This is an optimization exercise on Yosys and OpenROAD, whose aim is small area, not a production implementation.
The RTL was checked by simulation tests, not by an equivalence proof against the original design.
No activity file was given, so power comes from the tool's default toggle rates. The clock port is modelled as an ideal driver; clocking choices that lean on that would not hold on a real chip.

==> flow/design.v <==
module vospi_crc16 (
    input  wire [15:0] crc_in,
    input  wire [15:0] data,
    output reg  [15:0] crc_out
);
    integer i;
    reg fb;
    always @* begin
        crc_out = crc_in;
        for (i = 15; i >= 0; i = i - 1) begin
            fb      = crc_out[15] ^ data[i];
            crc_out = {crc_out[14:0], 1'b0} ^ (fb ? 16'h1021 : 16'h0000);
        end
    end
endmodule
module vospi_engine #(
    parameter LINE_WIDTH   = 80,
    parameter PPS          = 60,       
    parameter SEGS_MULTI   = 4,        
    parameter MARKER_ID    = 20,
    parameter QUIET_MS     = 200
) (
    input  wire        clk,
    input  wire        rst,
    input  wire        cmd_valid,
    output wire        cmd_ready,
    input  wire [2:0]  cmd_op,
    input  wire [7:0]  cmd_hint,
    input  wire        cfg_ok,
    output reg         cfg_req,
    output reg         rsp_valid,
    output reg  [1:0]  rsp_code,
    output wire        rsp_active,
    input  wire [31:0] now,
    output reg         xfer_start,
    output reg         xfer_abort,
    input  wire        rx_valid,
    output wire        rx_ready,
    input  wire [15:0] rx_data,
    input  wire        pool_avail,
    input  wire [3:0]  pool_slot,
    output wire        acq_take,
    output wire        rel_valid,
    output wire        rel_used,
    output wire [3:0]  rel_slot,
    output wire        mem_we,
    output wire [3:0]  mem_slot,
    output wire [15:0] mem_addr,
    output wire [15:0] mem_wdata
);
    localparam SEG_WORDS = PPS * LINE_WIDTH;
    localparam HALF      = LINE_WIDTH / 2;           
    localparam [7:0] NEG_HALF = 256 - HALF;          
    localparam [6:0] W_CRC = LINE_WIDTH, W_HDR0 = LINE_WIDTH + 1, W_HDR1 = LINE_WIDTH + 2;
    localparam [2:0] OP_INIT = 3'd0, OP_DEINIT = 3'd1, OP_ABORT = 3'd2,
                     OP_RESTART = 3'd3;
    localparam [1:0] RES_OK = 2'd0, RES_ERR_TRANSPORT = 2'd1, RES_ERR_STATE = 2'd2;
    localparam [1:0] S_IDLE = 2'd0, S_COPY = 2'd1, S_DONE = 2'd2, S_SER = 2'd3;
    reg        initialised;
    reg        multi_segment;
    reg        streaming;
    reg        capturing;
    reg [5:0]  exp_pid;
    reg [1:0]  exp_seg;
    reg        slot_valid;
    reg [3:0]  slot;
    reg [31:0] last_resync;            
    reg [1:0]  state;
    reg [6:0]  widx;                   
    reg [6:0]  rpos;                   
    reg [15:0] crc;
    reg        h_skip;                 
    reg        h_rule2;
    reg        h_bad;                  
    reg        hold_valid;
    reg [15:0] hold;
    reg [15:0] ring [0:LINE_WIDTH-1];
    reg [4:0]  bit_k;                  
    reg        ser_run;                
    reg        ser_cmp;                
    reg        ser_rsp;                
    reg        el_brw;                 
    reg        el_acc;                 
    wire idle     = (state == S_IDLE);
    wire last_pos = (rpos == LINE_WIDTH - 1);
    wire [7:0] rdiff   = {1'b0, rpos} - {1'b0, widx};
    wire       at_tail = (rpos == widx);
    wire       at_half = (rdiff == HALF) || (rdiff == NEG_HALF);
    wire       aligned = at_tail || at_half;
    wire   payload    = (widx < LINE_WIDTH);
    assign cmd_ready  = idle;
    wire   cmd_fire   = cmd_valid && idle;
    assign rx_ready   = idle && !cmd_valid &&
                        (!payload || !hold_valid ||
                         (aligned && widx != LINE_WIDTH - 1));
    wire   rx_fire    = rx_valid && rx_ready && streaming;
    wire   is_last    = (widx == W_CRC);
    wire   ins        = idle && streaming && payload &&
                        (hold_valid || (rx_valid && !cmd_valid));
    wire [15:0] ins_data = hold_valid ? hold : rx_data;
    assign rsp_active = initialised && streaming && capturing;
    wire ser_end  = (state == S_SER) && ser_run && (bit_k == 5'd31);
    wire n_bit    = now[bit_k];
    wire l_bit    = last_resync[0];
    wire brw_in   = (bit_k != 5'd0) && el_brw;
    wire d_bit    = n_bit ^ l_bit ^ brw_in;
    wire acc_next = (bit_k < 5'd3) ? 1'b0 :
                    (bit_k == 5'd6 || bit_k == 5'd7) ? (el_acc && d_bit) :
                    (el_acc || d_bit);
    wire quiet_ok = acc_next;          
    wire ser_load = (state == S_SER) && ser_run && !ser_cmp;
    always @(posedge clk) begin
        if (rst)
            bit_k <= 5'd0;
        else
            bit_k <= bit_k + 5'd1;
        last_resync <= {ser_load ? n_bit : l_bit, last_resync[31:1]};
        el_brw      <= (!n_bit && l_bit) || (!(n_bit ^ l_bit) && brw_in);
        el_acc      <= acc_next;
    end
    wire [15:0] crc_next;
    vospi_crc16 u_crc (
        .crc_in ((widx == W_HDR0) ? 16'h0000 : crc),
        .data   (rx_data),
        .crc_out(crc_next)
    );
    wire crc_ok = (crc_next == 16'h0000);
    wire [11:0] pkt_id  = rx_data[11:0];
    wire [2:0]  seg_raw = rx_data[14:12];
    wire c_dontcare = (pkt_id[11:8] == 4'hF);
    wire c_rule1    = (exp_pid == 6'd0) && (pkt_id != 12'd0);
    wire c_marker   = multi_segment && (pkt_id == MARKER_ID);
    wire c_rule2    = c_marker && (exp_seg == 2'd0) && (seg_raw != 3'd1);
    wire c_bad      = (pkt_id != {6'd0, exp_pid}) ||
                      (c_marker && (seg_raw != {1'b0, exp_seg} + 3'd1));
    wire ev        = rx_fire && is_last && initialised && capturing && !h_skip;
    wire ev_desync = ev && !h_rule2 && (h_bad || !crc_ok);
    wire ev_accept = ev && !h_rule2 && !h_bad && crc_ok;
    wire ev_acq    = ev_accept && !slot_valid && pool_avail;
    wire pid_wrap   = (exp_pid == PPS - 1);
    wire frame_done = pid_wrap && (!multi_segment || exp_seg == SEGS_MULTI - 1);
    wire done       = (state == S_DONE);
    wire   deinit_rel = cmd_fire && initialised && (cmd_op == OP_DEINIT) && slot_valid;
    assign acq_take  = ev_acq || (done && frame_done && pool_avail);
    assign rel_valid = (done && frame_done) || deinit_rel;
    assign rel_used  = !idle;
    assign rel_slot  = slot;
    wire [10:0] wline = exp_seg * (SEG_WORDS / 16) + exp_pid * (LINE_WIDTH / 16) + rpos[6:4];
    assign mem_we    = (state == S_COPY);
    assign mem_slot  = slot;
    assign mem_addr  = {wline, rpos[3:0], 1'b0};
    assign mem_wdata = ring[LINE_WIDTH-1];
    genvar gi;
    generate
        for (gi = 0; gi < LINE_WIDTH; gi = gi + 1) begin : g_ring
            if (gi == 0) begin : g_ins0
                always @(posedge clk)
                    ring[gi] <= (ins && at_tail) ? ins_data : ring[LINE_WIDTH-1];
            end else if (gi == HALF) begin : g_ins1
                always @(posedge clk)
                    ring[gi] <= (ins && at_half) ? ins_data : ring[gi-1];
            end else begin : g_shift
                always @(posedge clk)
                    ring[gi] <= ring[gi-1];
            end
        end
    endgenerate
    always @(posedge clk) begin
        if (rst || last_pos)
            rpos <= 7'd0;
        else
            rpos <= rpos + 7'd1;
    end
    always @(posedge clk) begin
        cfg_req    <= 1'b0;
        rsp_valid  <= 1'b0;
        xfer_start <= 1'b0;
        xfer_abort <= 1'b0;
        if (rst) begin
            initialised <= 1'b0;
            streaming   <= 1'b0;
            capturing   <= 1'b0;
            state       <= S_IDLE;
            widx        <= W_HDR0;
            hold_valid  <= 1'b0;
        end else begin
            if (cmd_fire) begin
                rsp_valid <= 1'b1;
                rsp_code  <= RES_OK;
                ser_run   <= 1'b0;
                ser_cmp   <= 1'b0;
                ser_rsp   <= 1'b1;
                case (cmd_op)
                OP_INIT: begin
                    if (initialised) begin
                        rsp_code <= RES_ERR_STATE;
                    end else begin
                        cfg_req <= 1'b1;
                        if (!cfg_ok) begin
                            rsp_code <= RES_ERR_TRANSPORT;
                        end else begin
                            multi_segment <= (cmd_hint > 8'd1);
                            exp_pid       <= 6'd0;
                            exp_seg       <= 2'd0;
                            streaming     <= 1'b0;
                            capturing     <= 1'b0;
                            slot_valid    <= 1'b0;
                            initialised   <= 1'b1;
                            rsp_valid     <= 1'b0;
                            state         <= S_SER;
                        end
                    end
                end
                OP_DEINIT, OP_ABORT: begin
                    if (!initialised) begin
                        rsp_code <= RES_ERR_STATE;
                    end else begin
                        xfer_abort  <= streaming;
                        streaming   <= 1'b0;
                        capturing   <= 1'b0;
                        exp_pid     <= 6'd0;
                        exp_seg     <= 2'd0;
                        widx        <= W_HDR0;
                        hold_valid  <= 1'b0;
                        if (cmd_op == OP_DEINIT) begin
                            slot_valid  <= 1'b0;
                            initialised <= 1'b0;
                        end
                        rsp_valid   <= 1'b0;
                        state       <= S_SER;
                    end
                end
                OP_RESTART: begin
                    if (initialised) begin
                        capturing <= 1'b1;
                        if (!streaming) begin
                            ser_cmp   <= 1'b1;
                            rsp_valid <= 1'b0;
                            state     <= S_SER;
                        end
                    end
                end
                default: ;
                endcase
            end
            if (rx_fire) begin
                crc <= crc_next;
                if (!payload)
                    widx <= (widx == W_HDR1) ? 7'd0 : widx + 7'd1;
                if (widx == W_HDR0) begin
                    h_skip  <= c_dontcare || c_rule1;
                    h_rule2 <= c_rule2;
                    h_bad   <= c_bad;
                end
                if (payload && (hold_valid || !aligned)) begin
                    hold       <= rx_data;
                    hold_valid <= 1'b1;
                end
            end
            if (ins && aligned) begin
                widx <= widx + 7'd1;
                if (!rx_fire)
                    hold_valid <= 1'b0;
            end
            if (ev) begin
                if (h_rule2) begin
                    exp_pid <= 6'd0;
                end else if (ev_desync) begin
                    xfer_abort  <= 1'b1;
                    streaming   <= 1'b0;
                    capturing   <= 1'b0;
                    exp_pid     <= 6'd0;
                    exp_seg     <= 2'd0;
                    ser_run     <= 1'b0;
                    ser_cmp     <= 1'b0;
                    ser_rsp     <= 1'b0;
                    state       <= S_SER;
                end else if (!slot_valid && !pool_avail) begin
                    capturing <= 1'b0;
                end else begin
                    if (!slot_valid) begin
                        slot_valid <= 1'b1;
                        slot       <= pool_slot;
                    end
                    state <= S_COPY;
                    widx  <= 7'd0;
                end
            end
            case (state)
            S_COPY: begin
                widx <= widx + 7'd1;
                if (widx == LINE_WIDTH - 1) begin
                    state <= S_DONE;
                    widx  <= W_HDR0;
                end
            end
            S_DONE: begin
                state <= S_IDLE;
                if (pid_wrap) begin
                    exp_pid <= 6'd0;
                    if (multi_segment)
                        exp_seg <= exp_seg + 2'd1;
                    if (frame_done) begin
                        if (pool_avail) begin
                            slot <= pool_slot;
                        end else begin
                            slot_valid <= 1'b0;
                            capturing  <= 1'b0;
                        end
                    end
                end else begin
                    exp_pid <= exp_pid + 6'd1;
                end
            end
            S_SER: begin
                if (bit_k == 5'd31)
                    ser_run <= 1'b1;
                if (ser_end) begin
                    state     <= S_IDLE;
                    rsp_valid <= ser_rsp;
                    if (ser_cmp && quiet_ok) begin
                        streaming  <= 1'b1;
                        xfer_start <= 1'b1;
                        widx       <= W_HDR0;
                        hold_valid <= 1'b0;
                    end
                end
            end
            default: ;
            endcase
        end
    end
endmodule
==> flow/run.sh <==
#!/bin/bash
# synth_recipe.tcl (not shown) runs the flow's synth.tcl, then flattens the netlist and writes it again
# the make line also repeats each setting of config.mk as NAME=value (left out here)
make -C /OpenROAD-flow-scripts/flow DESIGN_CONFIG=/design/flow/config.mk WORK_HOME=/design/flow/orfs CLKGATE_MAP_FILE= SYNTH_SCRIPT=/design/flow/synth_recipe.tcl finish
==> flow/config.mk <==
export PLATFORM = sky130hd
export DESIGN_NAME = vospi_engine
export DESIGN_NICKNAME = vospi_engine
export VERILOG_FILES = /design/flow/design.v
export SDC_FILE = /design/flow/constraint.sdc
export NUM_CORES = 4
export LEC_CHECK = 0
export CAP_MARGIN = 20
export CORE_MARGIN = 2
export CORE_UTILIZATION = 40
export CTS_BUF_LIST = sky130_fd_sc_hd__clkbuf_16
export CTS_CLUSTER_DIAMETER = 80
export CTS_CLUSTER_SIZE = 30
export SLEW_MARGIN = 20
==> flow/constraint.sdc <==
create_clock -name core_clock -period 10.0 [get_ports {clk}]
set_input_delay 2.0000 -clock core_clock [delete_from_list [all_inputs] [get_ports {clk}]]
set_output_delay 2.0000 -clock core_clock [all_outputs]
set_load 0.01 [all_outputs]
==> flow_summary.yaml, run 1 <==
cts:
  cts.sinks: 1397
  clkTransAtPathRegs_ps: 100
  root_buffer: "clkbuf_16"
  clockBufferDepth: 3
  cts.htree.levels: 2
  cts_tree: "built"
  post_cts_buffers: 0
  ctsResizeCount: 0
  numCtsBuffers: 56
  clock_latency_ps: 660
  cts_hold_buf: 0
global_routing:
  grt_pass1_wl_um: 74000
  grt_pass1_vias: 14037
  grtUsageTotal: 0.107
  overflow: 0
  grt_max_degree: 40
  antenna_found_initial: 3
cells_and_area:
  final_core_util: 0.454
  stdcell_count: 3283
  fin_area_mm2: 0.0373
  drive_gt1_frac: 0.0506
  syn_to_final_growth_pct: 12.0
  final_nets: 2320
timing:
  max_slew_margin: 0.300
  maxSlewViolCount: 0
  max_clock_freq_mhz: 132
  layout_min_cycle_time_ps: 7600
  worst_pin_slew_ps: 1050
  fin_crit_sh: 0.760
  final-hold-violation-count: 0
  setup-tns-final_ps: 0
  setup_viol: 0
  setup_slack_ps: 2400
  worst_hold_slack_ps: 315
  rsz0062_at_grt: "no"
  finClkSkew_ps: 32.7
detailed_routing:
  viasPerCell: 4.19
  drc: 0
  wl_met2_um: 18400
  top_layer_used: "met5"
  wl_met3_um: 2270
  routed-via-count: 13764
  met1Wirelength_um: 23500
  ant_nets: 0
  post_drt_wl_per_cell_um: 13.8
  drt_iter0_drc: 691
  drt-pass1-iter-count: 5
  routed_wl_um: 45400
worst_setup_path:
  cpMaxStageDelayCell: "clkdlybuf4s50_1"
  crit_path_start_kind: "input port"
  critical_path_class: "in2out"
  arrival_ps: 5600
  crit_path_max_incr_delay_ps: 830
  cp_cell_sequence: "clkdlybuf4s50_1 -> xor2_4 -> xnor2_4 -> xor2_2 -> xnor2_4 -> xor2_2 -> mux2i_1 -> nand2_2 -> nor2_2 -> o21a_4 -> clkdlybuf4s50_1"
  required_ps: 8000
  crit_fanout: 7
  endpoint_kind: "output port"
  cp_num_buf_inv: 2
  cpLargestDelayFamily: "buffers and inverters"
pwr:
  power_report.internal_total_mw: 6.82
  p_per_area_mw_per_mm2: 230
  clock_power_share: 0.310
  leakage_nw: 14.5
  swShare: 0.206
  seq_power_share: 0.654
  vdd.ir_drop.worst_uv: 144
  p_comb_frac: 0.035
  p_sw_mw: 1.77
  power_mw: 8.60
floorplan:
  start_util: 0.405
  pin_count: 122
  die_area_mm2: 0.0856
  coreArea_mm2: 0.0822
  fp-row-count: 105
  die_x_um: 293
  die_h_um: 293
synthesis:
  synth_cells: 2060
  ys_types: 82
  seq_area_frac_synth: 0.856
  synthArstFlopShare: 0
  ys_warn_count: 3
  syn_nets: 2181
  synth_flop_cell: "dfxtp_1"
  synth_area_mm2: 0.0333
  ys_seq_elements: 1397
  synth_edf_count: 54
  syn-mean-instance-area_um2: 16.2
placement:
  portBuffers: 119
  numPlacedInstances: 3211
  dpl_worst_slack_ps: 2400
  placed_area_mm2: 0.0357
  place_hpwl_um: 29100
  place_congestion: 0.822
run_status:
  status: "no timing/DRC/antenna violations"
min_path:
  hold_class: "reg2reg"
run:
  drv_cap: 0
-- worst reg2reg max path: stages (launching register included) --
cell     delay [ps]
dfxtp_1         750
mux4_2          570
mux4_2          480
mux2_2          310
fa_1            460
o32a_1          210
and3_1          210
or2_2           370
nor4_1          640
a22o_1          240
-- area by class of cell --
cell class                      instances  area (µm²)
Tap cell                             1070        1340
Clock buffer                           56        1400
Antenna cell                            1        2.50
Timing Repair Buffer                  122        1210
Clock inverter                         15         243
Fill cell                            7124       44900
Sequential cell                      1397       28500
Inverter                               51         191
Multi-Input combinational cell        571        4430
-- power by group through the flow --
stage          sequential [mW]  combinational [mW]  clock, mW
3_5_place_dp              5.76               0.305          0
4_1_cts                   5.63               0.309       2.78
3_3_place_gp              5.75               0.304          0
6_report                  5.63               0.304       2.67
5_1_grt                   5.63               0.338       2.98
2_1_floorplan             5.75               0.195          0
-- worst paths after layout --
check / from / end / slack [ps] / cells past startpoint
hold reg to reg: ring[23][5] / ring[24][5] / 320 / 0
hold / removal: ring[23][5] / ring[24][5] / 320 / 0
setup / recovery: rx_data[13] / acq_take / 2400 / 11
setup reg to reg: bit_k[0] / widx[1] / 5710 / 9
-- synth_stat cells, types with 4 or more instances --
cell      instances  area share
fa_1              7      0.0042
xnor3_1           6      0.0041
nand2_1          56      0.0063
nand3_1          17      0.0026
ha_1             45       0.017
xor2_1           29      0.0076
nor3_1           17      0.0026
mux4_2           10      0.0068
buf_4            10      0.0023
and3_1           11      0.0021
buf_2             6     0.00090
dfxtp_1        1343        0.81
or3_1             6      0.0011
nand4_1           5     0.00094
mux2_4            4      0.0018
nor2_1           63      0.0071
mux2i_1          19      0.0057
a21o_1            4     0.00090
edfxtp_1         54       0.049
xnor2_1          54       0.014
inv_1            51      0.0057
and2_1           11      0.0021
nor4_1            8      0.0015
o31ai_1           6      0.0014
nand2b_1          7      0.0013
a22o_1            4      0.0011
o21ai_0          44      0.0066
clkbuf_1         21      0.0024
xnor2_2           4      0.0020
nor2b_1          10      0.0019
a21oi_1          52      0.0078
-- registers in the layout, indices dropped and copies added, names as in the netlist, 2 cells and up --
name         count
exp_pid          6
rpos             7
last_resync     32
slot             4
hold            16
widx             7
exp_seg          2
crc             16
bit_k            5
state            2
rsp_code         2
ring          1280
-- cell usage in the layout, fill, tap and decap left out, types with 6 or more instances in the layout --
cell type,synthesis,routed
dfxtp_1,1343,1343
clkdlybuf4s50_1,0,119
nor2_1,63,62
nand2_1,56,56
clkbuf_16,0,56
xnor2_1,54,54
edfxtp_1,54,54
inv_1,51,52
a21oi_1,52,52
ha_1,45,45
o21ai_0,44,44
xor2_1,29,29
mux2i_1,19,19
nand3_1,17,17
nor3_1,17,16
and2_1,11,11
and3_1,11,11
nor2b_1,10,10
mux4_2,10,10
nor4_1,8,8
nand2b_1,7,7
fa_1,7,7
or3_1,6,6
xnor3_1,6,6
o31ai_1,6,6
-- kinds of logic after synthesis --
logic type / Yosys count / share of synthesized area
AOI/OAI and AO/OA: 157 / 0.0303
xor gates and xnor gates: 101 / 0.0333
adders and majority gates: 52 / 0.0211
buffers and inverters: 92 / 0.0119
DFF: 1397 / 0.856
muxes: 34 / 0.0146
other: 1 / 0.000113
and+or+nand+nor: 226 / 0.0329
-- per-layer routing --
metal,vias up,GRT usage
met4,2,0.0356
met3,91,0.0220
met5,-,0
met2,285,0.158
li1,6880,-
met1,6506,0.157
==> run 2: changes to the inputs <==
--- a/flow/config.mk
+++ b/flow/config.mk
@@ -10,5 +10,5 @@
 export CORE_UTILIZATION = 40
 export CTS_BUF_LIST = sky130_fd_sc_hd__clkbuf_16
-export CTS_CLUSTER_DIAMETER = 80
-export CTS_CLUSTER_SIZE = 30
+export CTS_CLUSTER_DIAMETER = 70
+export CTS_CLUSTER_SIZE = 36
 export SLEW_MARGIN = 20
==> run 2 against run 1 <==
Critical path type unchanged; combinational power about the same; still clean on timing, DRC and antenna; largest power group unchanged; critical endpoint unchanged; global-route usage down 0.11 points; die area did not move.
==> flow_summary.yaml, run 2 <==
run_status:
  status: "no timing/DRC/antenna violations"
pwr:
  p_comb_frac: 0.036
  clock_power_share: 0.304
  swShare: 0.207
  vdd.ir_drop.worst_uv: 135
  power_mw: 8.52
  seq_power_share: 0.660
  leakage_nw: 14.5
  p_per_area_mw_per_mm2: 229
  power_report.internal_total_mw: 6.75
  p_sw_mw: 1.77
floorplan:
  fp-row-count: 105
  pin_count: 122
  start_util: 0.405
  die_x_um: 293
  die_area_mm2: 0.0856
  die_h_um: 293
  coreArea_mm2: 0.0822
detailed_routing:
  drt-pass1-iter-count: 5
  post_drt_wl_per_cell_um: 13.7
  viasPerCell: 4.18
  drt_iter0_drc: 750
  ant_nets: 0
  drc: 0
  routed_wl_um: 45100
  routed-via-count: 13747
synthesis:
  syn_nets: 2181
  ys_types: 82
  ys_seq_elements: 1397
  yosys.area.top_type: "dfxtp_1"
  yosysMostFrequentCell: "dfxtp_1"
  synth_flop_cell: "dfxtp_1"
  synth_area_mm2: 0.0333
  synth_top_area_share: 0.807
  synth.area.top_cells: "dfxtp_1 81%, edfxtp_1 4.9%, ha_1 1.7%, xnor2_1 1.4%, a21oi_1 0.78%"
  ys_warn_count: 3
  seq_area_frac_synth: 0.856
  yosys-top-cells-count: "1343 x dfxtp_1, 63 x nor2_1, 56 x nand2_1"
  synth_edf_count: 54
  synth_cells: 2060
  synthArstFlopShare: 0
  syn-mean-instance-area_um2: 16.2
timing:
  finClkSkew_ps: 29.6
  max_slew_margin: 0.310
  layout_min_cycle_time_ps: 7590
  setup_viol: 0
  fin_crit_sh: 0.759
  final-hold-violation-count: 0
  rsz0062_at_grt: "no"
  max_clock_freq_mhz: 132
  setup-tns-final_ps: 0
  maxSlewViolCount: 0
  worst_pin_slew_ps: 1030
cells_and_area:
  largest_register_ff_count: 1280
  syn_to_final_growth_pct: 11.8
  stdcell_count: 3285
  final_core_util: 0.453
  mostFrequentLayoutCells: "1343 x dfxtp_1, 119 x clkdlybuf4s50_1, 62 x nor2_1"
  regMostFlops: "ring"
  drive_gt1_frac: 0.0493
  final_nets: 2314
  final_common_cell: "dfxtp_1"
  reg.largest.list: "ring (1280), last_resync (32)"
global_routing:
  antenna_found_initial: 3
  grtUsageTotal: 0.106
  met1_usage: 0.157
  busiest_layer: "met1"
  grt_use_met2: 0.156
  use_met3: 0.0210
  grt_max_degree: 40
  grt_pass1_wl_um: 73200
  overflow: 0
  grt_pass1_vias: 13908
worst_setup_path:
  endpoint_kind: "output port"
  required_ps: 8000
  crit_fanout: 7
  critical_path_class: "in2out"
  arrival_ps: 5590
  crit_path_start_kind: "input port"
cts:
  cts.htree.levels: 2
  cts.sinks: 1397
  ctsResizeCount: 0
  clkTransAtPathRegs_ps: 110
  root_buffer: "clkbuf_16"
  clock_latency_ps: 630
  clockBufferDepth: 3
  post_cts_buffers: 0
  cts_tree: "built"
  cts_hold_buf: 0
  numCtsBuffers: 50
run:
  drv_cap: 0
placement:
  place_congestion: 0.822
  numPlacedInstances: 3211
  place_hpwl_um: 29100
  portBuffers: 119
min_path:
  hold_class: "reg2reg"
-- run 2: cell counts after synthesis --
No cell type changed its count.
-- run 2: critical path, cell delays in order --
cell	delay, ps
clkdlybuf4s50_1	820
xor2_4	350
xnor2_4	150
xor2_2	230
xnor2_4	290
xor2_2	240
mux2i_1	370
nand2_2	200
nor2_2	170
o21a_4	190
clkdlybuf4s50_1	550
-- run 2: cell families (layout without fill, tap and decap cells) --
logic type | after synthesis | after routing | synth area share
mux | 34 | 34 | 0.0146
xor+xnor | 101 | 101 | 0.0333
buf+inv | 92 | 243 | 0.0119
flops | 1397 | 1397 | 0.856
compound gates | 157 | 157 | 0.0303
fa+ha+maj | 52 | 52 | 0.0211
other cells | 1 | 5 | 0.000113
simple gates | 226 | 226 | 0.0329
-- run 2: metrics by stage --
stage,hold slack (ps),cell area [µm²],setup WS (ps)
floorplan,310,33300,4050
CTS,314,37200,2390
detailed placement,312,35700,2400
global placement,310,35700,2410
finish,313,37300,2410
global route,321,37200,2220
-- run 2: worst paths after layout --
kind                               endpoint  depth (start not counted)         from  slack (ps)
worst max-delay path               acq_take                         11  rx_data[13]        2410
worst min-delay path            ring[64][2]                          0  ring[63][2]         310
worst max register to register      widx[2]                          9     bit_k[0]        5740
worst min register to register  ring[64][2]                          0  ring[63][2]         310
-- run 2: metal layers --
layer,up-vias,share of wire
met5,-,0.00031
met4,2,0.028
met3,81,0.049
met2,306,0.40
met1,6478,0.52
li1,6880,-
-- run 2: power by group through the flow --
stage | sequential, mW | combinational [mW] | clock [mW]
final | 5.63 | 0.304 | 2.59
after global routing | 5.63 | 0.338 | 2.89
after CTS | 5.63 | 0.309 | 2.70
after detailed placement | 5.76 | 0.305 | 0
after global placement | 5.75 | 0.304 | 0
after floorplan | 5.75 | 0.195 | 0
-- run 2: final cells by class --
class                      instances  area (µm²)
timing repair buffer             122        1210
clock inverter                    19         294
inverter                          51         191
multi-input combinational        571        4430
clock buffer                      51        1280
tap                             1070        1340
fill                            7111       45000
sequential                      1397       28500
antenna                            4        10.0
==> run 3: changes to the inputs <==
--- a/flow/design.v
+++ b/flow/design.v
@@ -28,11 +28,11 @@
     input  wire [7:0]  cmd_hint,
     input  wire        cfg_ok,
-    output reg         cfg_req,
+    output wire        cfg_req,
     output reg         rsp_valid,
     output reg  [1:0]  rsp_code,
     output wire        rsp_active,
     input  wire [31:0] now,
-    output reg         xfer_start,
-    output reg         xfer_abort,
+    output wire        xfer_start,
+    output wire        xfer_abort,
     input  wire        rx_valid,
     output wire        rx_ready,
@@ -65,5 +65,4 @@
     reg        slot_valid;
     reg [3:0]  slot;
-    reg [31:0] last_resync;            
     reg [1:0]  state;
     reg [6:0]  widx;                   
@@ -76,5 +75,4 @@
     reg [15:0] hold;
     reg [15:0] ring [0:LINE_WIDTH-1];
-    reg [4:0]  bit_k;                  
     reg        ser_run;                
     reg        ser_cmp;                
@@ -100,7 +98,8 @@
     wire [15:0] ins_data = hold_valid ? hold : rx_data;
     assign rsp_active = initialised && streaming && capturing;
-    wire ser_end  = (state == S_SER) && ser_run && (bit_k == 5'd31);
+    wire [4:0] bit_k = rpos[4:0];      
+    wire ser_end  = (state == S_SER) && ser_run && (rpos == 7'd31);
     wire n_bit    = now[bit_k];
-    wire l_bit    = last_resync[0];
+    wire l_bit    = ring[LINE_WIDTH-1][0];
     wire brw_in   = (bit_k != 5'd0) && el_brw;
     wire d_bit    = n_bit ^ l_bit ^ brw_in;
@@ -111,11 +110,6 @@
     wire ser_load = (state == S_SER) && ser_run && !ser_cmp;
     always @(posedge clk) begin
-        if (rst)
-            bit_k <= 5'd0;
-        else
-            bit_k <= bit_k + 5'd1;
-        last_resync <= {ser_load ? n_bit : l_bit, last_resync[31:1]};
-        el_brw      <= (!n_bit && l_bit) || (!(n_bit ^ l_bit) && brw_in);
-        el_acc      <= acc_next;
+        el_brw <= (!n_bit && l_bit) || (!(n_bit ^ l_bit) && brw_in);
+        el_acc <= acc_next;
     end
     wire [15:0] crc_next;
@@ -125,5 +119,5 @@
         .crc_out(crc_next)
     );
-    wire crc_ok = (crc_next == 16'h0000);
+    wire crc_ok = (((widx == W_HDR0) ? 16'h0000 : crc) == rx_data);
     wire [11:0] pkt_id  = rx_data[11:0];
     wire [2:0]  seg_raw = rx_data[14:12];
@@ -141,4 +135,8 @@
     wire frame_done = pid_wrap && (!multi_segment || exp_seg == SEGS_MULTI - 1);
     wire done       = (state == S_DONE);
+    assign cfg_req    = cmd_fire && (cmd_op == OP_INIT) && !initialised;
+    assign xfer_abort = (cmd_fire && initialised && streaming &&
+                         (cmd_op == OP_DEINIT || cmd_op == OP_ABORT)) || ev_desync;
+    assign xfer_start = ser_end && ser_cmp && quiet_ok;
     wire   deinit_rel = cmd_fire && initialised && (cmd_op == OP_DEINIT) && slot_valid;
     assign acq_take  = ev_acq || (done && frame_done && pool_avail);
@@ -155,6 +153,7 @@
         for (gi = 0; gi < LINE_WIDTH; gi = gi + 1) begin : g_ring
             if (gi == 0) begin : g_ins0
+                wire [15:0] r0_in = (ins && at_tail) ? ins_data : ring[LINE_WIDTH-1];
                 always @(posedge clk)
-                    ring[gi] <= (ins && at_tail) ? ins_data : ring[LINE_WIDTH-1];
+                    ring[gi] <= {r0_in[15:1], ser_load ? n_bit : r0_in[0]};
             end else if (gi == HALF) begin : g_ins1
                 always @(posedge clk)
@@ -173,8 +172,5 @@
     end
     always @(posedge clk) begin
-        cfg_req    <= 1'b0;
         rsp_valid  <= 1'b0;
-        xfer_start <= 1'b0;
-        xfer_abort <= 1'b0;
         if (rst) begin
             initialised <= 1'b0;
@@ -196,5 +192,4 @@
                         rsp_code <= RES_ERR_STATE;
                     end else begin
-                        cfg_req <= 1'b1;
                         if (!cfg_ok) begin
                             rsp_code <= RES_ERR_TRANSPORT;
@@ -216,5 +211,4 @@
                         rsp_code <= RES_ERR_STATE;
                     end else begin
-                        xfer_abort  <= streaming;
                         streaming   <= 1'b0;
                         capturing   <= 1'b0;
@@ -267,5 +261,4 @@
                     exp_pid <= 6'd0;
                 end else if (ev_desync) begin
-                    xfer_abort  <= 1'b1;
                     streaming   <= 1'b0;
                     capturing   <= 1'b0;
@@ -314,5 +307,5 @@
             end
             S_SER: begin
-                if (bit_k == 5'd31)
+                if (last_pos)
                     ser_run <= 1'b1;
                 if (ser_end) begin
@@ -321,5 +314,4 @@
                     if (ser_cmp && quiet_ok) begin
                         streaming  <= 1'b1;
-                        xfer_start <= 1'b1;
                         widx       <= W_HDR0;
                         hold_valid <= 1'b0;
==> run 3 against run 2 <==
Global-route usage is 0.57 points higher; die area is 2.7% lower; worst setup slack better by 120 ps; first-iteration DRC count is 14% lower; cell area is 2.6% lower; synthesized area is 2.7% lower; wire length is 2.3% higher; critical endpoint unchanged; largest power group unchanged; highest routed layer unchanged.
==> flow_summary.yaml, run 3 <==
run_status:
  status: "no timing/DRC/antenna violations"
placement:
  portBuffers: 119
  place_hpwl_um: 28600
  numPlacedInstances: 3196
  place_congestion: 0.750
pwr:
  p_per_area_mw_per_mm2: 229
  vdd.ir_drop.worst_uv: 166
  power_mw: 8.32
  leakage_nw: 14.0
cts:
  cts.sinks: 1357
  post_cts_buffers: 0
  clkTransAtPathRegs_ps: 120
  numCtsBuffers: 49
  root_buffer: "clkbuf_16"
  cts.htree.levels: 2
  clock_latency_ps: 640
  ctsResizeCount: 0
  clockBufferDepth: 3
  cts_tree: "built"
  cts_hold_buf: 0
synthesis:
  ys_warn_count: 3
  ys_types: 61
  ys_seq_elements: 1357
  yosysMostFrequentCell: "dfxtp_1"
  synth_top_area_share: 0.805
  synth_edf_count: 54
  synth_area_mm2: 0.0324
  synthArstFlopShare: 0
  synth.area.top_cells: "dfxtp_1 80%, edfxtp_1 5.0%, xnor2_1 1.7%, ha_1 1.7%, nand2_1 0.96%"
  yosys.area.top_type: "dfxtp_1"
  synth_cells: 2072
  syn_nets: 2191
  synth_flop_cell: "dfxtp_1"
  syn-mean-instance-area_um2: 15.6
  seq_area_frac_synth: 0.855
  yosys-top-cells-count: "1303 x dfxtp_1, 83 x nand2_1, 69 x nor2_1"
cells_and_area:
  syn_to_final_growth_pct: 12.0
  largest_register_ff_count: 1280
  reg.largest.list: "ring (1280), crc (16), hold (16)"
  final_core_util: 0.451
  regMostFlops: "ring"
  stdcell_count: 3267
  multi_input_area_mm2: 0.00423
  seq_area_mm2: 0.0277
  mostFrequentLayoutCells: "1303 x dfxtp_1, 119 x clkdlybuf4s50_1, 83 x nand2_1"
  drive_gt1_frac: 0.0467
  final_common_cell: "dfxtp_1"
  antenna_cells: 0
  nFillCells: 7014
  final_nets: 2306
timing:
  worst_pin_slew_ps: 1140
  final-hold-violation-count: 0
  setup_viol: 0
  max_clock_freq_mhz: 134
  maxSlewViolCount: 0
  rsz0062_at_grt: "no"
  setup-tns-final_ps: 0
  fin_crit_sh: 0.747
  max_slew_margin: 0.235
  finClkSkew_ps: 38.5
  layout_min_cycle_time_ps: 7470
global_routing:
  grt_pass1_wl_um: 74700
  antenna_found_initial: 5
  grt_pass1_vias: 13713
  overflow: 0
  grtUsageTotal: 0.112
  grt_max_degree: 38
worst_setup_path:
  cp_num_buf_inv: 3
  crit_path_start_kind: "input port"
  cp_cell_sequence: "clkdlybuf4s50_1 -> xnor2_1 -> nand3_1 -> o32ai_1 -> o2111ai_1 -> or4_1 -> o31ai_4 -> nand2_4 -> inv_1 -> clkdlybuf4s50_1"
  crit_top_cell: "clkdlybuf4s50_1"
  cpMaxStageDelayCell: "clkdlybuf4s50_1"
  crit_path_max_incr_delay_ps: 820
  crit_fanout: 10
  endpoint_kind: "output port"
  cpLargestDelayFamily: "buffers and inverters"
  arrival_ps: 5470
  required_ps: 8000
  critical_path_class: "in2out"
detailed_routing:
  drt_iter0_drc: 643
  routed_wl_um: 46200
  routed-via-count: 13643
  post_drt_wl_per_cell_um: 14.1
  viasPerCell: 4.18
  ant_nets: 0
  drt-pass1-iter-count: 5
  drc: 0
floorplan:
  coreArea_mm2: 0.0804
  fp-row-count: 104
  die_x_um: 289
  die_h_um: 289
  start_util: 0.403
  pin_count: 122
  die_area_mm2: 0.0833
run:
  drv_cap: 0
min_path:
  hold_class: "reg2reg"
-- run 3: cell types whose count changed in the layout (fill, tap and decap cells not counted), sizes merged, moves of 5 or more --
cell / previous run / this run
nand2: 57 / 85
xnor3: 6 / 0
a21oi: 52 / 32
and2: 11 / 6
xor2: 33 / 27
nand2b: 7 / 12
o21ai: 48 / 62
a31oi: 2 / 10
dfxtp: 1343 / 1303
inv: 58 / 66
nand4: 5 / 10
and3: 11 / 6
-- run 3: worst paths after layout --
| path | slack (ps) | depth (start not counted) | start | end |
|---|---|---|---|---|
| worst max-delay path | 2530 | 10 | rx_data[14] | acq_take |
| worst min-delay path | 320 | 0 | ring[18][13] | ring[19][13] |
| worst max register to register | 5580 | 11 | rpos[0] | widx[2] |
| worst min register to register | 320 | 0 | ring[18][13] | ring[19][13] |
-- run 3: cell type report --
cell class	count	share of cell area
clock buffers	50	0.0345
clock inverters	21	0.00921
inverters	57	0.00590
multi-input cells	598	0.117
flip-flops and latches	1357	0.763
well taps	1060	0.0365
repair buffers	124	0.0339
-- run 3: cell families (layout without fill, tap and decap cells) --
kind of cell / after synthesis / in the layout / synth area share
AO/OA/AOI/OAI: 150 / 150 / 0.0285
buffers and inverters: 117 / 252 / 0.0151
multiplexers: 32 / 32 / 0.0144
flip-flops: 1357 / 1357 / 0.855
other: 1 / 1 / 0.000116
AND/OR/NAND/NOR: 274 / 274 / 0.0416
adder cells (fa/ha/maj): 50 / 50 / 0.0209
XOR/XNOR: 91 / 91 / 0.0246
-- run 3: power by group --
| group | internal (mW) | switching [mW] |
|---|---|---|
| logic | 0.136 | 0.133 |
| registers | 5.45 | 0.0138 |
| clock network | 1.00 | 1.58 |
-- run 3: per-stage QoR --
step | setup WS [ps] | hold slack [ps] | cell area, µm²
after global routing | 2370 | 317 | 36300
after floorplan | 3750 | 310 | 32400
after CTS | 2530 | 314 | 36300
after global placement | 2540 | 310 | 34700
final | 2530 | 316 | 36300
after detailed placement | 2540 | 312 | 34700
-- run 3: routing by layer --
layer	share of wire	routed length [µm]	vias up	global-route usage
met5	0.0011	53	-	0
met4	0.026	1190	8	0.0345
met3	0.046	2130	83	0.0242
met2	0.41	18800	219	0.165
met1	0.52	24000	6475	0.165
li1	-	-	6858	-
==> run 4: changes to the inputs <==
==> flow/flow/run.sh (new file) <==
#!/bin/bash
set -euo pipefail
export BUFFER_PORTS_ARGS="-buffer_cell sky130_fd_sc_hd__buf_1"
export CTS_ARGS="-sink_clustering_enable -repair_clock_nets -sink_clustering_size 20 -sink_clustering_max_diameter 50 -buf_list sky130_fd_sc_hd__clkbuf_8 -dont_use_dummy_load"
bash standard.sh > flow.log 2>&1
==> flow/standard.sh (new file) <==
#!/bin/bash
# synth_recipe.tcl (not shown) runs the flow's synth.tcl, then flattens the netlist and writes it again
# the make line also repeats each setting of config.mk as NAME=value (left out here)
make -C /OpenROAD-flow-scripts/flow DESIGN_CONFIG=/design/flow/config.mk WORK_HOME=/design/flow/orfs CLKGATE_MAP_FILE= SYNTH_SCRIPT=/design/flow/synth_recipe.tcl "${@:-finish}"
removed: flow/run.sh
==> run 4 against run 3 <==
Still clean; wire length is 1.9% higher; final cell count is 0.80% higher; synthesized area unchanged; cell area fell by 2.8%; first-iteration DRC count increased by 0.31%; maximum frequency is 9.1% higher.
==> flow_summary.yaml, run 4 <==
synthesis:
  synth_cells: 2072
  ys_warn_count: 3
  yosys.area.top_type: "dfxtp_1"
  yosysMostFrequentCell: "dfxtp_1"
  synth_area_mm2: 0.0324
  ys_types: 61
  yosys-top-cells-count: "1303 x dfxtp_1, 83 x nand2_1, 69 x nor2_1"
  synth_top_area_share: 0.805
  syn_nets: 2191
  synthArstFlopShare: 0
  synth_edf_count: 54
  synth_flop_cell: "dfxtp_1"
  syn-mean-instance-area_um2: 15.6
  seq_area_frac_synth: 0.855
  ys_seq_elements: 1357
  synth.area.top_cells: "dfxtp_1 80%, edfxtp_1 5.0%, xnor2_1 1.7%, ha_1 1.7%, nand2_1 0.96%"
global_routing:
  grt_pass1_wl_um: 76100
  grt_max_degree: 35
  overflow: 0
  grt_pass1_vias: 14236
  antenna_found_initial: 3
  grtUsageTotal: 0.116
worst_setup_path:
  required_ps: 8000
  crit_path_start: "rx_data[14]"
  arrival_ps: 4850
  r2r_start: "rpos[0]"
  endpoint_kind: "output port"
  crit_fanout: 10
  crit_path_start_kind: "input port"
  critical_path_class: "in2out"
min_path:
  hold_class: "reg2reg"
  min_from: "ring[60][4]"
cts:
  root_buffer: "clkbuf_8"
  clockBufferDepth: 3
  cts_tree: "built"
  ctsResizeCount: 0
  cts.sinks: 1357
  cts_hold_buf: 0
  cts.htree.levels: 3
  post_cts_buffers: 0
  numCtsBuffers: 94
  clkTransAtPathRegs_ps: 110
  clock_latency_ps: 720
placement:
  placed_area_mm2: 0.0340
  place_hpwl_um: 29100
  dpl_worst_slack_ps: 3140
  numPlacedInstances: 3198
  place_congestion: 0.772
  portBuffers: 119
pwr:
  power_report.internal_total_mw: 6.39
  p_comb_frac: 0.028
  p_per_area_mw_per_mm2: 227
  p_sw_mw: 1.61
  leakage_nw: 13.6
  swShare: 0.202
  vdd.ir_drop.worst_uv: 98.5
  clock_power_share: 0.289
  seq_power_share: 0.683
cells_and_area:
  final_nets: 2353
  fin_area_mm2: 0.0353
  final_common_cell: "dfxtp_1"
  stdcell_count: 3293
  largest_register_ff_count: 1280
  regMostFlops: "ring"
  drive_gt1_frac: 0.0600
  reg.largest.list: "ring (1280), crc (16), hold (16)"
  syn_to_final_growth_pct: 8.84
  mostFrequentLayoutCells: "1303 x dfxtp_1, 119 x buf_1, 94 x clkbuf_8"
floorplan:
  coreArea_mm2: 0.0804
  die_area_mm2: 0.0833
  die_h_um: 289
  fp-row-count: 104
  pin_count: 122
  die_x_um: 289
  start_util: 0.403
detailed_routing:
  routed_wl_um: 47100
  drc: 0
  drt-pass1-iter-count: 5
  post_drt_wl_per_cell_um: 14.3
  ant_nets: 0
  routed-via-count: 13916
  viasPerCell: 4.23
  drt_iter0_drc: 645
timing:
  final-hold-violation-count: 0
  rsz0062_at_grt: "no"
  setup_viol: 0
  max_clock_freq_mhz: 146
  setup_slack_ps: 3150
  layout_min_cycle_time_ps: 6850
  max_slew_margin: 0.337
  finClkSkew_ps: 103
  setup-tns-final_ps: 0
  fin_crit_sh: 0.685
  worst_pin_slew_ps: 993
  maxSlewViolCount: 0
run_status:
  status: "no timing/DRC/antenna violations"
run:
  drv_cap: 0
==> run 4: layer usage <==
metal / global-route usage / vias up / share of wire / wire [µm]
li1: - / 6928 / - / -
met4: 0.0380 / 4 / 0.027 / 1270
met3: 0.0295 / 99 / 0.053 / 2500
met2: 0.169 / 279 / 0.41 / 19500
met5: 0 / - / 0.00059 / 28
met1: 0.167 / 6606 / 0.51 / 23800
==> run 4: path summary, 6_finish.rpt <==
check / to / slack [ps] / depth (start not counted)
setup / recovery: acq_take / 3150 / 10
hold / removal: ring[61][4] / 260 / 0
setup reg to reg: crc[13] / 5520 / 11
hold reg to reg: ring[61][4] / 260 / 0
==> run 4: cell families after synthesis <==
logic type | count (synthesis) | share of synthesized area
other | 1 | 0.000116
XOR/XNOR | 91 | 0.0246
flip-flops | 1357 | 0.855
AO/OA/AOI/OAI | 150 | 0.0285
multiplexers | 32 | 0.0144
adder cells (fa/ha/maj) | 50 | 0.0209
buffers and inverters | 117 | 0.0151
AND/OR/NAND/NOR | 274 | 0.0416
==> run 4: final cells by class <==
type | instances | area, µm²
antenna | 1 | 2.50
clock buffer | 94 | 1290
fill | 7111 | 45100
inverter | 57 | 214
multi-input combinational | 598 | 4240
sequential | 1357 | 27700
tap | 1060 | 1330
timing repair buffer | 126 | 499
==> run 4: through the flow <==
stage / total power [mW] / util / hold slack (ps)
global route: 8.34 / 0.439 / 263
detailed placement: 5.82 / 0.423 / 312
finish: 8.00 / 0.439 / 265
floorplan: 5.75 / - / 310
global placement: 5.82 / 0.423 / 310
CTS: 8.12 / 0.439 / 274
==> run 4: power by group through the flow <==
stage	Sequential [mW]	Combinational (mW)	Clock, mW
after detailed placement	5.59	0.235	0
after global placement	5.59	0.235	0
after CTS	5.46	0.238	2.42
after global routing	5.47	0.260	2.62
after floorplan	5.58	0.166	0
final	5.46	0.228	2.31
==> run 4: critical path, cell delays in order <==
cell	delay, ps
buf_1	480
xnor2_1	190
nand3_1	90
o32ai_1	380
o2111ai_1	270
or4_1	780
o31ai_4	330
nand2_4	110
inv_1	70
buf_1	140
==> run 5: changes to the inputs <==
==> flow/flow/run.sh (replaced) <==
#!/bin/bash
set -euo pipefail
export BUFFER_PORTS_ARGS="-buffer_cell sky130_fd_sc_hd__buf_1"
export CTS_ARGS="-sink_clustering_enable -repair_clock_nets -sink_clustering_size 36 -sink_clustering_max_diameter 70 -buf_list sky130_fd_sc_hd__clkbuf_16 -dont_use_dummy_load"
bash standard.sh > flow.log 2>&1
==> run 5 against run 4 <==
Total power up 0.89%; worst setup slack gained 24 ps; largest power group unchanged; register-to-register slack worse by 100 ps; still clean; largest cell class unchanged; utilization barely moved; combinational power hardly changed; worst hold slack worse by 6.4 ps; maximum frequency rose by 0.35%; sequential power hardly changed; via count down 1.3%; highest routed layer unchanged; first-iteration DRC count increased by 2.0%.
==> flow_summary.yaml, run 5 <==
synthesis:
  synthArstFlopShare: 0
  synth_flop_cell: "dfxtp_1"
  yosys-top-cells-count: "1303 x dfxtp_1, 83 x nand2_1, 69 x nor2_1"
  synth.area.top_cells: "dfxtp_1 80%, edfxtp_1 5.0%, xnor2_1 1.7%, ha_1 1.7%, nand2_1 0.96%"
  synth_edf_count: 54
  syn-mean-instance-area_um2: 15.6
  seq_area_frac_synth: 0.855
  synth_top_area_share: 0.805
  ys_seq_elements: 1357
  yosysMostFrequentCell: "dfxtp_1"
  synth_cells: 2072
  synth_area_mm2: 0.0324
  ys_warn_count: 3
  yosys.area.top_type: "dfxtp_1"
  ys_types: 61
  syn_nets: 2191
timing:
  max_clock_freq_mhz: 147
  fin_crit_sh: 0.682
  final-hold-violation-count: 0
  finClkSkew_ps: 81.4
  max_slew_margin: 0.324
  maxSlewViolCount: 0
  setup-tns-final_ps: 0
  rsz0062_at_grt: "no"
  layout_min_cycle_time_ps: 6820
  worst_pin_slew_ps: 1010
  setup_viol: 0
cells_and_area:
  reg.largest.list: "ring (1280), crc (16), hold (16)"
  syn_to_final_growth_pct: 8.87
  seq_area_mm2: 0.0277
  regMostFlops: "ring"
  nFillCells: 7092
  mostFrequentLayoutCells: "1303 x dfxtp_1, 119 x buf_1, 83 x nand2_1"
  final_nets: 2311
  final_core_util: 0.439
  final_common_cell: "dfxtp_1"
  multi_input_area_mm2: 0.00424
  drive_gt1_frac: 0.0420
  fin_area_mm2: 0.0353
  largest_register_ff_count: 1280
floorplan:
  start_util: 0.403
  die_x_um: 289
  coreArea_mm2: 0.0804
  fp-row-count: 104
  die_h_um: 289
  die_area_mm2: 0.0833
  pin_count: 122
worst_setup_path:
  endpoint_kind: "output port"
  crit_path_max_incr_delay_ps: 760
  required_ps: 8000
  r2r_slack_ps: 5420
  cp_cell_sequence: "buf_1 -> xnor2_1 -> nand3_1 -> o32ai_1 -> o2111ai_1 -> or4_1 -> o31ai_4 -> nand2_4 -> inv_1 -> buf_1"
  reg2reg_to: "crc[13]"
  critical_path_class: "in2out"
  crit_fanout: 10
  r2r_cells: 11
  r2r_start: "rpos[0]"
  cpMaxStageDelayCell: "or4_1"
  crit_top_cell: "buf_1"
  arrival_ps: 4820
  crit_path_start_kind: "input port"
cts:
  numCtsBuffers: 52
  clockBufferDepth: 3
  clock_latency_ps: 640
  root_buffer: "clkbuf_16"
  cts.htree.levels: 2
  cts.sinks: 1357
  cts_hold_buf: 0
  post_cts_buffers: 0
  clkTransAtPathRegs_ps: 110
  cts_tree: "built"
  ctsResizeCount: 0
pwr:
  leakage_nw: 13.6
  vdd.ir_drop.worst_uv: 153
  p_per_area_mw_per_mm2: 229
  power_mw: 8.07
detailed_routing:
  drt_iter0_drc: 658
  drc: 0
  routed-via-count: 13739
  routed_wl_um: 46800
  drt-pass1-iter-count: 5
  ant_nets: 0
  viasPerCell: 4.23
  post_drt_wl_per_cell_um: 14.4
placement:
  place_congestion: 0.772
  place_hpwl_um: 29100
  portBuffers: 119
  placed_area_mm2: 0.0340
run:
  drv_cap: 0
global_routing:
  grt_pass1_wl_um: 74900
  grtUsageTotal: 0.114
  overflow: 0
  grt_max_degree: 37
  grt_pass1_vias: 13790
  antenna_found_initial: 3
run_status:
  status: "no timing/DRC/antenna violations"
min_path:
  hold_class: "reg2reg"
  whs_path_depth: 0
  min_from: "ring[71][15]"
  hold_path_end: "ring[72][15]"
run 5: routing by layer:
metal | track usage | vias to the layer above | part of all wire
li1 | - | 6871 | -
met1 | 0.167 | 6525 | 0.51
met2 | 0.168 | 252 | 0.41
met3 | 0.0223 | 87 | 0.047
met4 | 0.0354 | 4 | 0.026
met5 | 0 | - | 0.00058
run 5: kinds of logic after synthesis:
logic type / after synthesis / share of synthesized area
buffers and inverters: 117 / 0.0151
other: 1 / 0.000116
adders and majority gates: 50 / 0.0209
and+or+nand+nor: 274 / 0.0416
xor gates and xnor gates: 91 / 0.0246
muxes: 32 / 0.0144
DFF: 1357 / 0.855
AOI/OAI and AO/OA: 150 / 0.0285
run 5: through the flow:
| step | instances | hold WS (ps) | setup WS (ps) |
|---|---|---|---|
| after floorplan | 2072 | 310 | 3750 |
| after global placement | 3198 | 310 | 3170 |
| after CTS | 3250 | 256 | 3120 |
| after global routing | 3250 | 255 | 2950 |
| after detailed placement | 3198 | 312 | 3140 |
| final | 3251 | 259 | 3180 |
run 5: worst max path at each step:
stage / start / endpoint
floorplan: now[31] / xfer_start
global placement: rx_data[14] / acq_take
detailed placement: rx_data[14] / acq_take
CTS: rx_data[14] / acq_take
global route: rx_data[14] / acq_take
finish: rx_data[14] / acq_take
run 5: worst max-delay path, delay by kind of cell:
kind / cells / cell delay, ps
AO/OA/AOI/OAI: 3 / 960
XOR/XNOR: 1 / 190
AND/OR/NAND/NOR: 3 / 970
buffers and inverters: 3 / 700
run 5: area by class of cell:
class | instances | area share
Tap cell | 1060 | 0.0376
Inverter | 57 | 0.00606
Clock buffer | 52 | 0.0369
Timing Repair Buffer | 126 | 0.0141
Antenna cell | 1 | 0.0000709
Multi-Input combinational cell | 598 | 0.120
Sequential cell | 1357 | 0.785
run 5: report_power, final:
part           internal, mW  total, mW  switching (mW)
sequential             5.45       5.47          0.0138
combinational        0.0958      0.228           0.132
clock                 0.935       2.38            1.44
==> run 6: changes to the inputs <==
==> flow/flow/run.sh (replaced) <==
#!/bin/bash
set -euo pipefail
export BUFFER_PORTS_ARGS="-buffer_cell sky130_fd_sc_hd__buf_1"
export CTS_ARGS="-sink_clustering_enable -repair_clock_nets -sink_clustering_size 36 -sink_clustering_max_diameter 90 -buf_list sky130_fd_sc_hd__clkbuf_16 -dont_use_dummy_load"
bash standard.sh > flow.log 2>&1
==> run 6 against run 5 <==
Global-route usage is essentially flat; critical endpoint unchanged; still clean; final cell count shrank 0.12%; clock power shrank 3%; count of clock-buffer cells in the layout shrank 4; largest power group unchanged; utilization shrank 0.12 points; combinational power is essentially flat; sequential cell count is the same.
==> flow_summary.yaml, run 6 <==
synthesis:
  syn_nets: 2191
  synth_area_mm2: 0.0324
  syn-mean-instance-area_um2: 15.6
  yosys.area.top_type: "dfxtp_1"
  ys_types: 61
  synth_edf_count: 54
  ys_seq_elements: 1357
  synth_cells: 2072
  ys_warn_count: 3
  synth_flop_cell: "dfxtp_1"
  synth.area.top_cells: "dfxtp_1 80%, edfxtp_1 5.0%, xnor2_1 1.7%, ha_1 1.7%, nand2_1 0.96%"
  synth_top_area_share: 0.805
  synthArstFlopShare: 0
  seq_area_frac_synth: 0.855
  yosys-top-cells-count: "1303 x dfxtp_1, 83 x nand2_1, 69 x nor2_1"
  yosysMostFrequentCell: "dfxtp_1"
cts:
  root_buffer: "clkbuf_16"
  cts.sinks: 1357
  cts_tree: "built"
  post_cts_buffers: 0
  ctsResizeCount: 0
  cts.htree.levels: 2
  cts_hold_buf: 0
  clkTransAtPathRegs_ps: 120
  numCtsBuffers: 48
  clock_latency_ps: 650
  clockBufferDepth: 3
detailed_routing:
  drc: 0
  ant_nets: 0
  drt-pass1-iter-count: 5
  post_drt_wl_per_cell_um: 14.4
  viasPerCell: 4.21
  drt_iter0_drc: 638
  routed_wl_um: 46900
  routed-via-count: 13685
placement:
  placed_area_mm2: 0.0340
  place_hpwl_um: 29100
  place_congestion: 0.772
  portBuffers: 119
  numPlacedInstances: 3198
  dpl_worst_slack_ps: 3140
cells_and_area:
  fin_area_mm2: 0.0352
  final_core_util: 0.438
  stdcell_count: 3247
  seq_area_mm2: 0.0277
  final_common_cell: "dfxtp_1"
  mostFrequentLayoutCells: "1303 x dfxtp_1, 119 x buf_1, 83 x nand2_1"
  syn_to_final_growth_pct: 8.56
  largest_register_ff_count: 1280
  multi_input_area_mm2: 0.00424
  reg.largest.list: "ring (1280), crc (16), hold (16)"
  drive_gt1_frac: 0.0403
  nFillCells: 7110
  final_nets: 2307
  regMostFlops: "ring"
floorplan:
  fp-row-count: 104
  start_util: 0.403
  die_h_um: 289
  pin_count: 122
  coreArea_mm2: 0.0804
  die_x_um: 289
  die_area_mm2: 0.0833
worst_setup_path:
  cp_num_buf_inv: 3
  required_ps: 8000
  cpLargestDelayFamily: "simple AND/OR/NAND/NOR gates"
  cp_cell_sequence: "buf_1 -> xnor2_1 -> nand3_1 -> o32ai_1 -> o2111ai_1 -> or4_1 -> o31ai_4 -> nand2_4 -> inv_1 -> buf_1"
  crit_path_start_kind: "input port"
  crit_path_max_incr_delay_ps: 770
  crit_top_cell: "buf_1"
  crit_fanout: 10
  arrival_ps: 4810
  critical_path_class: "in2out"
  endpoint_kind: "output port"
  cpMaxStageDelayCell: "or4_1"
timing:
  layout_min_cycle_time_ps: 6810
  final-hold-violation-count: 0
  max_slew_margin: 0.305
  setup_slack_ps: 3190
  fin_crit_sh: 0.681
  setup_viol: 0
  setup-tns-final_ps: 0
  max_clock_freq_mhz: 147
  worst_pin_slew_ps: 1040
  finClkSkew_ps: 106
  maxSlewViolCount: 0
  worst_hold_slack_ps: 277
  rsz0062_at_grt: "no"
pwr:
  vdd.ir_drop.worst_uv: 114
  power_mw: 8.01
  leakage_nw: 13.5
  p_per_area_mw_per_mm2: 228
global_routing:
  antenna_found_initial: 3
  grtUsageTotal: 0.113
  grt_pass1_vias: 13764
  overflow: 0
  grt_pass1_wl_um: 74800
  grt_max_degree: 37
run:
  drv_cap: 0
min_path:
  hold_class: "reg2reg"
run_status:
  status: "no timing/DRC/antenna violations"
run 6: cell counts after synthesis:
No cell type changed its count.
run 6: routing by layer:
metal  GRT usage  routed length, µm  vias up
met1       0.167              24200     6514
met2       0.169              19400      241
met5           0                 27        -
li1            -                  -     6853
met4      0.0332               1110        4
met3      0.0215               2170       73
run 6: layout make-up:
type,instances,share of cell area
Multi-Input combinational cell,598,0.120
Sequential cell,1357,0.787
Tap cell,1060,0.0377
Inverter,57,0.00608
Clock buffer,48,0.0341
Antenna cell,1,0.0000711
Timing Repair Buffer,126,0.0142
run 6: final timing paths:
kind               startpoint     endpoint  slack (ps)  cells after the start
hold reg to reg   ring[21][5]  ring[22][5]         280                      0
setup reg to reg      rpos[0]       crc[1]        5450                     11
setup / recovery  rx_data[14]     acq_take        3190                     10
hold / removal    ring[21][5]  ring[22][5]         280                      0
run 6: logic make-up after synthesis:
family | count (synthesis) | share of synthesized area
mux | 32 | 0.0144
buf+inv | 117 | 0.0151
fa+ha+maj | 50 | 0.0209
xor+xnor | 91 | 0.0246
compound gates | 150 | 0.0285
other cells | 1 | 0.000116
flops | 1357 | 0.855
simple gates | 274 | 0.0416
run 6: power breakdown:
part	switching, mW	internal [mW]	total [mW]
sequential	0.0137	5.45	5.47
clock	1.44	0.870	2.31
combinational	0.132	0.0958	0.228
total	1.59	6.42	8.01
run 6: worst reg2reg max path: stages (launching register included):
cell and delay (ps):
dfxtp_1 800, inv_1 220, ha_1 260, nand2b_1 160, a21oi_1 380, nor3_1 100
nor4b_1 450, a21oi_1 150, o21bai_1 260, a21o_1 230, nand4_1 230, nor2_2 880
==> run 7: changes to the inputs <==
==> flow/flow/run.sh (replaced) <==
#!/bin/bash
set -euo pipefail
export BUFFER_PORTS_ARGS="-buffer_cell sky130_fd_sc_hd__buf_1"
export CTS_ARGS="-sink_clustering_enable -repair_clock_nets -sink_clustering_size 34 -sink_clustering_max_diameter 100 -buf_list sky130_fd_sc_hd__clkbuf_16 -dont_use_dummy_load"
bash standard.sh > flow.log 2>&1
==> run 7 against run 6 <==
Sequential cell count stayed put; final cell count is essentially flat; sequential share of layout area is 0.056 points higher; critical path depth is the same; critical path type unchanged; critical endpoint unchanged; clock power hardly changed; worst setup slack got worse by 5.6 ps.
==> flow_summary.yaml, run 7 <==
run_status:
  status: "no timing/DRC/antenna violations"
placement:
  portBuffers: 119
  place_congestion: 0.772
  dpl_worst_slack_ps: 3140
  place_hpwl_um: 29100
  placed_area_mm2: 0.0340
  numPlacedInstances: 3198
synthesis:
  ys_types: 61
  yosys-mux-area-fraction: 0.0144
  synth_cells: 2072
  seq_area_frac_synth: 0.855
  yosys.area.top_type: "dfxtp_1"
  synth-xor-area-share: 0.0246
  yosys.area_share.simple: 0.0416
  synth.area.top_cells: "dfxtp_1 80%, edfxtp_1 5.0%, xnor2_1 1.7%, ha_1 1.7%, nand2_1 0.96%"
  yosys-top-cells-count: "1303 x dfxtp_1, 83 x nand2_1, 69 x nor2_1"
  synth_compound_area_frac: 0.0285
  synthArstFlopShare: 0
  syn_nets: 2191
  synth_flop_cell: "dfxtp_1"
  synth_top_area_share: 0.805
  yosysMostFrequentCell: "dfxtp_1"
  ys_seq_elements: 1357
  syn-mean-instance-area_um2: 15.6
  synth_top_family_by_area: "simple AND/OR/NAND/NOR gates"
  ys_warn_count: 3
  synth_edf_count: 54
  synthAdderAreaFrac: 0.0209
  synth_area_mm2: 0.0324
cts:
  root_buffer: "clkbuf_16"
  cts.sinks: 1357
  clock_latency_ps: 640
  post_cts_buffers: 0
  ctsResizeCount: 0
  cts_tree: "built"
  numCtsBuffers: 47
  clkTransAtPathRegs_ps: 110
  cts_hold_buf: 0
  cts.htree.levels: 2
  clockBufferDepth: 3
timing:
  worst_pin_slew_ps: 1020
  maxSlewViolCount: 0
  max_slew_margin: 0.317
  setup_slack_ps: 3190
  final-hold-violation-count: 0
  setup-tns-final_ps: 0
  fin_crit_sh: 0.681
  max_clock_freq_mhz: 147
  layout_min_cycle_time_ps: 6810
  worst_hold_slack_ps: 283
  rsz0062_at_grt: "no"
  setup_viol: 0
  finClkSkew_ps: 102
floorplan:
  die_h_um: 289
  fp-row-count: 104
  die_area_mm2: 0.0833
  start_util: 0.403
  die_x_um: 289
  coreArea_mm2: 0.0804
  pin_count: 122
pwr:
  seq_power_share: 0.685
  leakage_nw: 13.5
  p_comb_frac: 0.029
  clock_power_share: 0.287
  power_report.internal_total_mw: 6.40
  swShare: 0.198
  vdd.ir_drop.worst_uv: 116
  p_sw_mw: 1.58
  power_mw: 7.98
  p_per_area_mw_per_mm2: 227
worst_setup_path:
  crit_top_cell: "buf_1"
  crit_fanout: 10
  critical_path_class: "in2out"
  cp_cell_sequence: "buf_1 -> xnor2_1 -> nand3_1 -> o32ai_1 -> o2111ai_1 -> or4_1 -> o31ai_4 -> nand2_4 -> inv_1 -> buf_1"
  crit_path_start_kind: "input port"
  cpMaxStageDelayCell: "or4_1"
  required_ps: 8000
  crit_path_max_incr_delay_ps: 760
  endpoint_kind: "output port"
  arrival_ps: 4810
cells_and_area:
  largest_register_ff_count: 1280
  reg.largest.list: "ring (1280), crc (16), hold (16)"
  regMostFlops: "ring"
  stdcell_count: 3246
  fin_area_mm2: 0.0352
  syn_to_final_growth_pct: 8.48
  final_core_util: 0.437
  final_nets: 2306
  drive_gt1_frac: 0.0398
  final_common_cell: "dfxtp_1"
  mostFrequentLayoutCells: "1303 x dfxtp_1, 119 x buf_1, 83 x nand2_1"
global_routing:
  grt_max_degree: 35
  overflow: 0
  grtUsageTotal: 0.114
  antenna_found_initial: 3
  grt_pass1_wl_um: 75200
  grt_pass1_vias: 13835
detailed_routing:
  drt-pass1-iter-count: 5
  viasPerCell: 4.21
  drc: 0
  post_drt_wl_per_cell_um: 14.4
  routed-via-count: 13663
  drt_iter0_drc: 668
  ant_nets: 0
  routed_wl_um: 46800
run:
  drv_cap: 0
min_path:
  hold_class: "reg2reg"
run 7: cell counts after synthesis:
No cell type changed its count.
run 7: power groups by stage:
stage          sequential [mW]  clock [mW]  combinational [mW]
2_1_floorplan             5.58           0               0.166
3_3_place_gp              5.59           0               0.235
3_5_place_dp              5.59           0               0.235
4_1_cts                   5.47        2.38               0.238
5_1_grt                   5.47        2.56               0.260
6_report                  5.47        2.29               0.228
run 7: area by class of cell:
cell class              count  area [µm²]
clock buffers              47        1180
flip-flops and latches   1357       27700
repair buffers            126         499
inverters                  57         214
fillers                  7101       45300
multi-input cells         598        4240
well taps                1060        1330
diodes                      1        2.50
run 7: logic make-up (layout without fill, tap and decap cells):
kind of cell             after synthesis  in the layout
flip-flops                          1357           1357
other                                  1              2
multiplexers                          32             32
AO/OA/AOI/OAI                        150            150
buffers and inverters                117            230
AND/OR/NAND/NOR                      274            274
XOR/XNOR                              91             91
adder cells (fa/ha/maj)               50             50
run 7: path summary, 6_finish.rpt:
kind | start | end | slack [ps] | cells after the start
worst max-delay path | rx_data[14] | acq_take | 3190 | 10
worst min-delay path | ring[9][5] | ring[10][5] | 280 | 0
worst max register to register | rpos[0] | crc[13] | 5430 | 11
worst min register to register | ring[9][5] | ring[10][5] | 280 | 0
run 7: worst max-delay path, delay by kind of cell:
| kind | cells | cell delay, ps |
|---|---|---|
| buffers and inverters | 3 | 690 |
| xor gates and xnor gates | 1 | 190 |
| AOI/OAI and AO/OA | 3 | 950 |
| and+or+nand+nor | 3 | 970 |
run 7: per-layer routing:
metal / global-route usage / vias to the layer above / routed length (µm)
met2: 0.170 / 242 / 19400
met4: 0.0289 / 4 / 916
li1: - / 6843 / -
met5: 0 / - / 28
met1: 0.168 / 6509 / 24200
met3: 0.0259 / 65 / 2280

==> re-timing with driven ports <==
The results above use ideal ports. As a check the final layouts listed here were re-extracted and re-timed, cells and wires unchanged. Step 1: set_driving_cell puts a clkbuf_16 on clk and a buf_2 on each other input, an assumption about the parent block. Step 2, shift: input delay + t, output delay - t, t = (earliest + latest rising clock arrival at the registers) / 2. This alone moves slack from input paths to output paths. Slacks: ideal / step 1 / step 2; pairs: ideal / step 1.
run	t, ns	setup WS [ns]	worst hold slack (ns)	worst register clock-pin slew, ns	worst data-port slew with drivers (ns)
run 1	0.701	2.402 / 2.375 / 2.375	0.315 / 0.315 / 0.315	0.11 / 0.11	0.06
run 2	0.673	2.414 / 2.389 / 2.389	0.313 / 0.313 / 0.313	0.12 / 0.12	0.06
run 3	0.682	2.532 / 2.439 / 2.439	0.316 / 0.316 / 0.316	0.12 / 0.12	0.12
run 4	0.726	3.152 / 3.054 / 3.054	0.265 / 0.265 / 0.265	0.12 / 0.12	0.13
run 5	0.659	3.176 / 3.079 / 3.079	0.259 / 0.259 / 0.259	0.12 / 0.12	0.12
run 6	0.656	3.194 / 3.098 / 3.098	0.277 / 0.277 / 0.277	0.12 / 0.12	0.12
run 7	0.657	3.189 / 3.081 / 3.081	0.283 / 0.283 / 0.283	0.12 / 0.12	0.13
After both steps every run listed still meets setup and hold. The setup slack of run 7, which loses most, moves by -0.108 ns with the drivers and by -0.108 ns with both steps.
